Source: an optimization exercise on an open RTL-to-GDS flow (aim: small area). Production flows keep margins and buffers that such runs may drop. In this exercise RTL edits were held to simulation tests only and were not proved equivalent to the original. Power is estimated from default activity; no workload was simulated.

==> flow/design.v <==
module ict_seq (
    input  wire        clk,
    input  wire        rst,
    input  wire        cmd_valid,
    output wire        cmd_ready,
    input  wire [2:0]  cmd_op,
    input  wire [23:0] cmd_addr,
    input  wire [15:0] cmd_len,
    input  wire [3:0]  cmd_step,
    input  wire        cmd_wide,
    input  wire        cmd_big,
    input  wire [31:0] cmd_seed,
    input  wire [15:0] cmd_mask,
    input  wire [31:0] cmd_crc,
    output wire        bus_req_valid,
    input  wire        bus_req_ready,
    output wire        bus_req_we,
    output wire [23:0] bus_req_addr,
    output wire [15:0] bus_req_wdata,
    output wire        bus_req_wide,
    input  wire        bus_rsp_valid,
    input  wire [15:0] bus_rsp_rdata,
    output wire        res_valid,
    output wire [1:0]  res_code,
    output wire [31:0] res_value,
    output wire [23:0] res_addr,
    output wire [15:0] res_exp,
    output wire [15:0] res_act,
    output wire [1:0]  res_pass
);
    localparam OP_ROMCRC   = 3'd0;
    localparam OP_ROMCHK   = 3'd1;
    localparam OP_RAMMARCH = 3'd3;
    localparam OP_RAMADDR  = 3'd4;
    localparam OP_RAMFILL  = 3'd5;
    localparam [31:0] LCG_C  = 32'd1013904223;
    localparam [31:0] LCG_C2 = 32'd3282727597;
    localparam [31:0] POLY  = 32'hEDB88320;
    localparam S_IDLE  = 4'd0;    
    localparam S_RES   = 4'd1;    
    localparam S_WNEXT = 4'd3;    
    localparam S_REQ   = 4'd4;    
    localparam S_WAIT  = 4'd5;    
    localparam S_AGO   = 4'd6;    
    localparam S_PADV  = 4'd7;    
    localparam S_RSTRT = 4'd8;    
    localparam S_GEN   = 4'd9;    
    localparam S_ADV   = 4'd10;   
    localparam S_CMP   = 4'd11;   
    localparam S_ADEC  = 4'd12;   
    localparam S_ASTEP = 4'd13;   
    localparam S_ABACK = 4'd14;   
    reg [3:0]  state;
    reg [2:0]  op;
    reg [15:0] len;        
    reg [3:0]  step;
    reg        wide;
    reg        big;
    reg [15:0] mask;       
    reg [31:0] r1;         
    reg [31:0] r2;         
    reg [11:0] acc;        
    reg [23:0] addr;       
    reg [15:0] cnt;        
    reg [4:0]  bc;         
    reg        sp;         
    reg [4:0]  ei;         
    reg [4:0]  tj;         
    reg [1:0]  ph;         
    reg        fl;         
    reg        cy;         
    reg        bw;         
    wire [4:0] idx    = {bc[4] ^ sp, bc[3:0]};    
    wire win      = state[3];
    wire last     = (idx == 5'd31);
    wire l16      = (bc[3:0] == 4'd15);           
    wire l32      = (bc == 5'd31);                
    wire is_march = (op == OP_RAMMARCH);
    wire is_addr  = (op == OP_RAMADDR);
    wire is_crc   = (op == OP_ROMCRC) || (op == OP_ROMCHK);
    wire is_fill  = (op == OP_RAMFILL);
    wire accept   = cmd_valid && cmd_ready;
    wire [15:0] wmask = wide ? 16'hFFFF : 16'h00FF;
    wire [15:0] cmask = mask & wmask;
    wire [4:0]  stride = wide ? {step, 1'b0} : {1'b0, step};
    wire [15:0] pat  = r2[31:16] & wmask;
    wire        hit  = (ei == tj);
    wire [4:0]  inc  = ((state == S_ASTEP) ? ei : tj) + 5'd1;
    wire [15:0] expv = is_march ? pat : (hit ? mask : 16'd0);
    wire [15:0] expm = expv & cmask;
    wire [15:0] actm = bus_rsp_rdata & cmask;
    wire        bad  = |(actm ^ expm);
    wire        fail = (state == S_WAIT) && bus_rsp_valid && (is_march || is_addr) && bad;
    wire        we = is_fill || (is_march && !ph[0]) || (is_addr && ph != 2'd2);
    assign cmd_ready     = (state == S_IDLE) || (state == S_RES);
    assign bus_req_valid = (state == S_REQ);
    assign bus_req_we    = we;
    assign bus_req_addr  = addr;
    assign bus_req_wide  = wide;
    assign bus_req_wdata = is_addr ? ((ph == 2'd1) ? cmask : 16'd0) : pat;
    assign res_valid = (state == S_RES) || fail;
    assign res_code  = {op == 3'd7, fail || (op == OP_ROMCHK && fl)};
    assign res_value = r2;
    assign res_addr  = addr;
    assign res_exp   = expm;
    assign res_act   = actm;
    assign res_pass  = {ph[1], ~ph[1]};
    wire [4:0]  sd     = idx - {4'd0, wide};
    wire        y_str  = (sd[4:2] == 3'd0) && step[sd[1:0]];
    wire [3:0]  kk     = ei[4] ? 4'd0 : ei[3:0];
    wire        k_bit  = (idx == {1'b0, kk});
    wire        n_bit  = !idx[4] && len[0];
    reg         a_en, a_sub, a_mul;
    always @(*) begin
        a_en = 1'b0; a_sub = 1'b0; a_mul = 1'b0;
        case (state)
        S_RSTRT: begin a_en = (ph != 2'd0); a_sub = 1'b1; a_mul = 1'b1; end
        S_CMP:   begin a_en = 1'b1; a_sub = 1'b1; a_mul = 1'b1; end
        S_ADV:   a_en = 1'b1;
        S_ASTEP: begin a_en = 1'b1; a_mul = 1'b1; end
        S_ABACK: begin a_en = !ei[4]; a_sub = 1'b1; a_mul = 1'b1; end
        default: ;
        endcase
    end
    wire        lp     = !tj[0];
    wire        lcg_on = (state == S_GEN) || (state == S_ADV && is_march);
    wire [11:0] lcg_f  = lp ? 12'd479 : 12'd3475;
    wire        lcg_c  = lcg_on && lp && (ph[1] ? LCG_C2[idx] : LCG_C[idx]);
    wire [11:0] m_k    = lcg_on ? lcg_f : {7'd0, stride};
    wire        m_x    = lcg_on ? r2[0] : is_addr ? k_bit : n_bit;
    wire [12:0] m_t    = {1'b0, acc} + (m_x ? {1'b0, m_k} : 13'd0) + {12'd0, lcg_c};
    wire        a_y   = (a_mul ? m_t[0] : y_str) ^ a_sub;
    wire        a_ci  = (idx == 5'd0) ? a_sub : cy;
    wire        a_s   = addr[0] ^ a_y ^ a_ci;
    wire        a_co  = (addr[0] & a_y) | (addr[0] & a_ci) | (a_y & a_ci);
    wire        a_shift = a_en && (idx < 5'd24);
    wire        crc_d  = mask[{idx[3] ^ (big & wide), idx[2:0]}];
    wire        crc_g  = r2[0] ^ crc_d;
    wire        crc_on = (state == S_ADV) && is_crc && !idx[4] && (wide || !idx[3]);
    wire        adec  = (state == S_ADEC);
    wire        d_src = (state == S_RSTRT) ? len[0] : adec ? len[1] : cnt[0];
    wire        d_dec = (state == S_ADV) || adec;
    wire        d_bi  = (idx == (adec ? 5'd15 : 5'd0)) ? 1'b1 : bw;
    wire        d_on  = adec ? (idx[4] ^ (idx[3:0] == 4'd15)) :
                        (state == S_RSTRT || state == S_ADV) && !idx[4];
    wire        d_clr = (state == S_ASTEP) && (bc[3:0] == ei[3:0]);
    wire        d_out = d_clr ? 1'b0 : !d_on ? cnt[0] : d_dec ? (d_src ^ d_bi) : d_src;
    always @(posedge clk) begin
        acc <= !win || last ? 12'd0 : m_t[12:1];
        cy  <= a_co;
        bw  <= d_bi & ~d_src;
        len <= accept ? cmd_len : {len[0], len[15:1]};
        r1  <= accept ? ((cmd_op == OP_ROMCHK) ? cmd_crc : cmd_seed) : {r1[0], r1[31:1]};
        bc  <= accept ? 5'd0 : bc + 5'd1;
        cnt <= {d_out, cnt[15:1]};
        if (accept) addr <= cmd_addr;
        else if (a_shift) addr <= {a_s, addr[23:1]};
    end
    always @(posedge clk) begin
        if (state == S_RSTRT)
            r2 <= {(is_march & (r1[0] ^ ph[1])) | (is_fill & r1[16]), r2[31:1]};
        else if (lcg_on)
            r2 <= {m_t[0], r2[31:1]};
        else if (crc_on)
            r2 <= {crc_g, r2[31:1] ^ (POLY[30:0] & {31{~crc_g}})};
        else if (state == S_CMP)
            r2 <= {r2[0], r2[31:1]};
        if (!win && l16) sp <= !bc[4];
        if (accept) sp <= 1'b0;
        case (state)
        S_IDLE, S_RES: begin
            state <= S_IDLE;
            if (cmd_valid) begin
                op    <= cmd_op;
                step  <= cmd_step;
                wide  <= cmd_wide;
                big   <= cmd_big;
                mask  <= cmd_mask;
                ph    <= 2'd0;
                ei    <= 5'd31;
                tj    <= 5'd31;
                fl    <= 1'b0;
                if (cmd_op == 3'd7) state <= S_RES;
                else if (cmd_op == OP_RAMADDR)
                    state <= (cmd_len == 16'd0) ? S_RES : S_ADEC;
                else state <= S_RSTRT;
            end
        end
        S_RSTRT: if (last) state <= is_march ? S_GEN : S_WNEXT;
        S_GEN, S_ADV: begin
            if (lcg_on) begin
                if (last) begin
                    tj[0] <= !tj[0];
                    state <= lp ? S_WNEXT : S_GEN;
                end
            end else if (idx == 5'd23) state <= S_WNEXT;
        end
        S_WNEXT: begin
            if (cnt != 16'd0) state <= S_REQ;
            else if (is_march && ph != 2'd3) begin
                if (l32) begin
                    ph    <= ph + 2'd1;
                    state <= S_RSTRT;
                end
            end else if (op == OP_ROMCHK) begin
                if (l32) state <= S_CMP;
            end else state <= S_RES;
        end
        S_REQ: begin
            if (bus_req_ready) begin
                if (!we) state <= S_WAIT;
                else if (!is_addr) state <= S_PADV;
                else begin
                    case (ph)
                    2'd1:    begin ph <= 2'd2; state <= S_PADV; end
                    2'd3:    begin ph <= 2'd1; tj <= inc; state <= S_AGO; end
                    default: begin fl <= 1'b1; state <= S_AGO; end
                    endcase
                end
            end
        end
        S_WAIT: begin
            if (is_crc) mask <= bus_rsp_rdata;    
            if (bus_rsp_valid) begin
                if (fail) state <= S_IDLE;
                else if (is_addr) begin
                    fl    <= 1'b1;
                    state <= S_AGO;
                end else state <= S_PADV;
            end
        end
        S_PADV: if (l16) state <= is_addr ? S_ABACK : S_ADV;
        S_CMP: begin
            if (r2[0] != r1[0]) fl <= 1'b1;
            if (last) state <= S_RES;
        end
        S_ADEC: if (last) state <= S_AGO;
        S_AGO: begin
            if (ph[0]) begin
                if (hit) state <= S_REQ;
                else if (cnt == 16'd0) state <= S_RES;
                else if (l16) state <= S_ASTEP;
            end else if (!fl) begin
                state <= S_REQ;                 
            end else if (l16) begin
                if (cnt == 16'd0) begin
                    ph    <= ph + 2'd1;         
                    state <= S_ABACK;
                end else begin
                    state <= S_ASTEP;
                end
            end
        end
        S_ASTEP: begin
            if (last) begin
                ei    <= inc;
                fl    <= 1'b0;
                state <= S_AGO;
            end
        end
        S_ABACK: begin
            if (last) begin
                ei    <= 5'd31;
                fl    <= 1'b0;
                state <= S_ADEC;
            end
        end
        default: state <= S_IDLE;
        endcase
        if (rst) state <= S_IDLE;
    end
endmodule
Settings: LEC_CHECK=0, CAP_MARGIN=0, CORE_MARGIN=2, CORE_UTILIZATION=30, PLACE_DENSITY=0.6, SLEW_MARGIN=0; clock period 10.0 ns.
standard.sh (not shown) runs the stock make flow with config.mk's settings and CLKGATE_MAP_FILE= SYNTH_SCRIPT=/design/flow/synth_recipe.tcl, a recipe that flattens the netlist after the stock synthesis.
==> flow/flow/run.sh <==
#!/bin/bash
# The standard layout (standard.sh: ORFS with the standard flow's synthesis script),
# with three layout settings changed through the ORFS environment:
#  - synthesis maps the logic with ABC's area-oriented mapper (amap) instead
#    of ORFS's delay-oriented script; every other step, and every register
#    with its name and cell type, is as in the standard synthesis;
#  - the port buffers use the smallest buffer cell (sky130_fd_sc_hd__buf_1);
#  - the clock tree uses clkbuf_8 buffers and no dummy loads.
# make's full output goes to standard.log; ORFS keeps each step's log
# under orfs/logs.
set -eo pipefail
here=$(pwd)
rm -rf "$here/orfs_scripts"
cp -r "$FLOW_HOME/scripts" "$here/orfs_scripts"
printf '%s\n' strash '&get -n' '&fraig -x' '&put' scorr dc2 strash 'dch -f' 'amap -m' \
    > "$here/orfs_scripts/abc_speed.script"
export SCRIPTS_DIR="$here/orfs_scripts"
export BUFFER_PORTS_ARGS="-buffer_cell sky130_fd_sc_hd__buf_1"
export CTS_ARGS="-sink_clustering_enable -repair_clock_nets -dont_use_dummy_load -buf_list sky130_fd_sc_hd__clkbuf_8"
bash standard.sh > standard.log 2>&1
Rerun with:
--- a/flow/design.v
+++ b/flow/design.v
@@ -38,6 +38,7 @@
     localparam [31:0] POLY  = 32'hEDB88320;
     localparam S_IDLE  = 4'd0;    
     localparam S_RES   = 4'd1;    
+    localparam S_BEGIN = 4'd2;    
     localparam S_WNEXT = 4'd3;    
     localparam S_REQ   = 4'd4;    
     localparam S_WAIT  = 4'd5;    
@@ -87,9 +88,7 @@
     wire        hit  = (ei == tj);
     wire [4:0]  inc  = ((state == S_ASTEP) ? ei : tj) + 5'd1;
     wire [15:0] expv = is_march ? pat : (hit ? mask : 16'd0);
-    wire [15:0] expm = expv & cmask;
-    wire [15:0] actm = bus_rsp_rdata & cmask;
-    wire        bad  = |(actm ^ expm);
+    wire        bad  = |((bus_rsp_rdata ^ expv) & cmask);
     wire        fail = (state == S_WAIT) && bus_rsp_valid && (is_march || is_addr) && bad;
     wire        we = is_fill || (is_march && !ph[0]) || (is_addr && ph != 2'd2);
     assign cmd_ready     = (state == S_IDLE) || (state == S_RES);
@@ -102,13 +101,12 @@
     assign res_code  = {op == 3'd7, fail || (op == OP_ROMCHK && fl)};
     assign res_value = r2;
     assign res_addr  = addr;
-    assign res_exp   = expm;
-    assign res_act   = actm;
+    assign res_exp   = expv & cmask;
+    assign res_act   = bus_rsp_rdata & cmask;
     assign res_pass  = {ph[1], ~ph[1]};
-    wire [4:0]  sd     = idx - {4'd0, wide};
-    wire        y_str  = (sd[4:2] == 3'd0) && step[sd[1:0]];
     wire [3:0]  kk     = ei[4] ? 4'd0 : ei[3:0];
-    wire        k_bit  = (idx == {1'b0, kk});
+    wire [5:0]  sd     = {1'b0, idx} - {2'd0, kk} - {5'd0, wide};
+    wire        y_str  = (sd[5:2] == 4'd0) && step[sd[1:0]];
     wire        n_bit  = !idx[4] && len[0];
     reg         a_en, a_sub, a_mul;
     always @(*) begin
@@ -117,8 +115,8 @@
         S_RSTRT: begin a_en = (ph != 2'd0); a_sub = 1'b1; a_mul = 1'b1; end
         S_CMP:   begin a_en = 1'b1; a_sub = 1'b1; a_mul = 1'b1; end
         S_ADV:   a_en = 1'b1;
-        S_ASTEP: begin a_en = 1'b1; a_mul = 1'b1; end
-        S_ABACK: begin a_en = !ei[4]; a_sub = 1'b1; a_mul = 1'b1; end
+        S_ASTEP: a_en = 1'b1;
+        S_ABACK: begin a_en = !ei[4]; a_sub = 1'b1; end
         default: ;
         endcase
     end
@@ -127,7 +125,7 @@
     wire [11:0] lcg_f  = lp ? 12'd479 : 12'd3475;
     wire        lcg_c  = lcg_on && lp && (ph[1] ? LCG_C2[idx] : LCG_C[idx]);
     wire [11:0] m_k    = lcg_on ? lcg_f : {7'd0, stride};
-    wire        m_x    = lcg_on ? r2[0] : is_addr ? k_bit : n_bit;
+    wire        m_x    = lcg_on ? r2[0] : n_bit;
     wire [12:0] m_t    = {1'b0, acc} + (m_x ? {1'b0, m_k} : 13'd0) + {12'd0, lcg_c};
     wire        a_y   = (a_mul ? m_t[0] : y_str) ^ a_sub;
     wire        a_ci  = (idx == 5'd0) ? a_sub : cy;
@@ -166,7 +164,6 @@
         else if (state == S_CMP)
             r2 <= {r2[0], r2[31:1]};
         if (!win && l16) sp <= !bc[4];
-        if (accept) sp <= 1'b0;
         case (state)
         S_IDLE, S_RES: begin
             state <= S_IDLE;
@@ -180,11 +177,15 @@
                 ei    <= 5'd31;
                 tj    <= 5'd31;
                 fl    <= 1'b0;
-                if (cmd_op == 3'd7) state <= S_RES;
-                else if (cmd_op == OP_RAMADDR)
-                    state <= (cmd_len == 16'd0) ? S_RES : S_ADEC;
-                else state <= S_RSTRT;
-            end
+                state <= S_BEGIN;
+            end
+        end
+        S_BEGIN: begin
+            if (op == 3'd7) state <= S_RES;
+            else if (is_addr) begin
+                if (len == 16'd0) state <= S_RES;
+                else if (l16) state <= S_ADEC;
+            end else if (l32) state <= S_RSTRT;
         end
         S_RSTRT: if (last) state <= is_march ? S_GEN : S_WNEXT;
         S_GEN, S_ADV: begin
- The changed run finished with timing, DRC and antenna clean
- final cell count goes up by 3.6%
- clock power stays flat
- die area goes up by 3.5%
- synthesized area goes up by 3.6%
- global-route usage goes down by 0.17 points
- final area goes up by 3.3%
- wire length goes up by 1.6%
- via count goes up by 3.6%
- fmax goes up by 8.2%
- flip-flop and latch count is unchanged
- clock skew goes down by 0.0055 ns

re-timing with driven ports:
No port has a modelled driver above. Below, the same layouts with a new extraction and two added sets of constraints. Step 1 sets driving cells, clkbuf_16 on the clock port and buf_2 on the other inputs (assumed; they add their load-dependent delay and slew). Step 2 times the ports against the registers' clock, not the clock port: input delays grow and output delays shrink by t, the midpoint of the rising clock arrivals with the driver on. Three values: no drivers, after step 1, after step 2; two values: the first two.
run	t, ns	slack for setup (ns)	worst setup path after step 2	clock arrival spread, ns
the first run	0.488	3.210 / 3.165 / 3.516	input to output	0.038 / 0.037
the second run	0.502	3.723 / 3.676 / 4.126	input to output	0.031 / 0.031
After both steps every run listed still meets setup and hold.
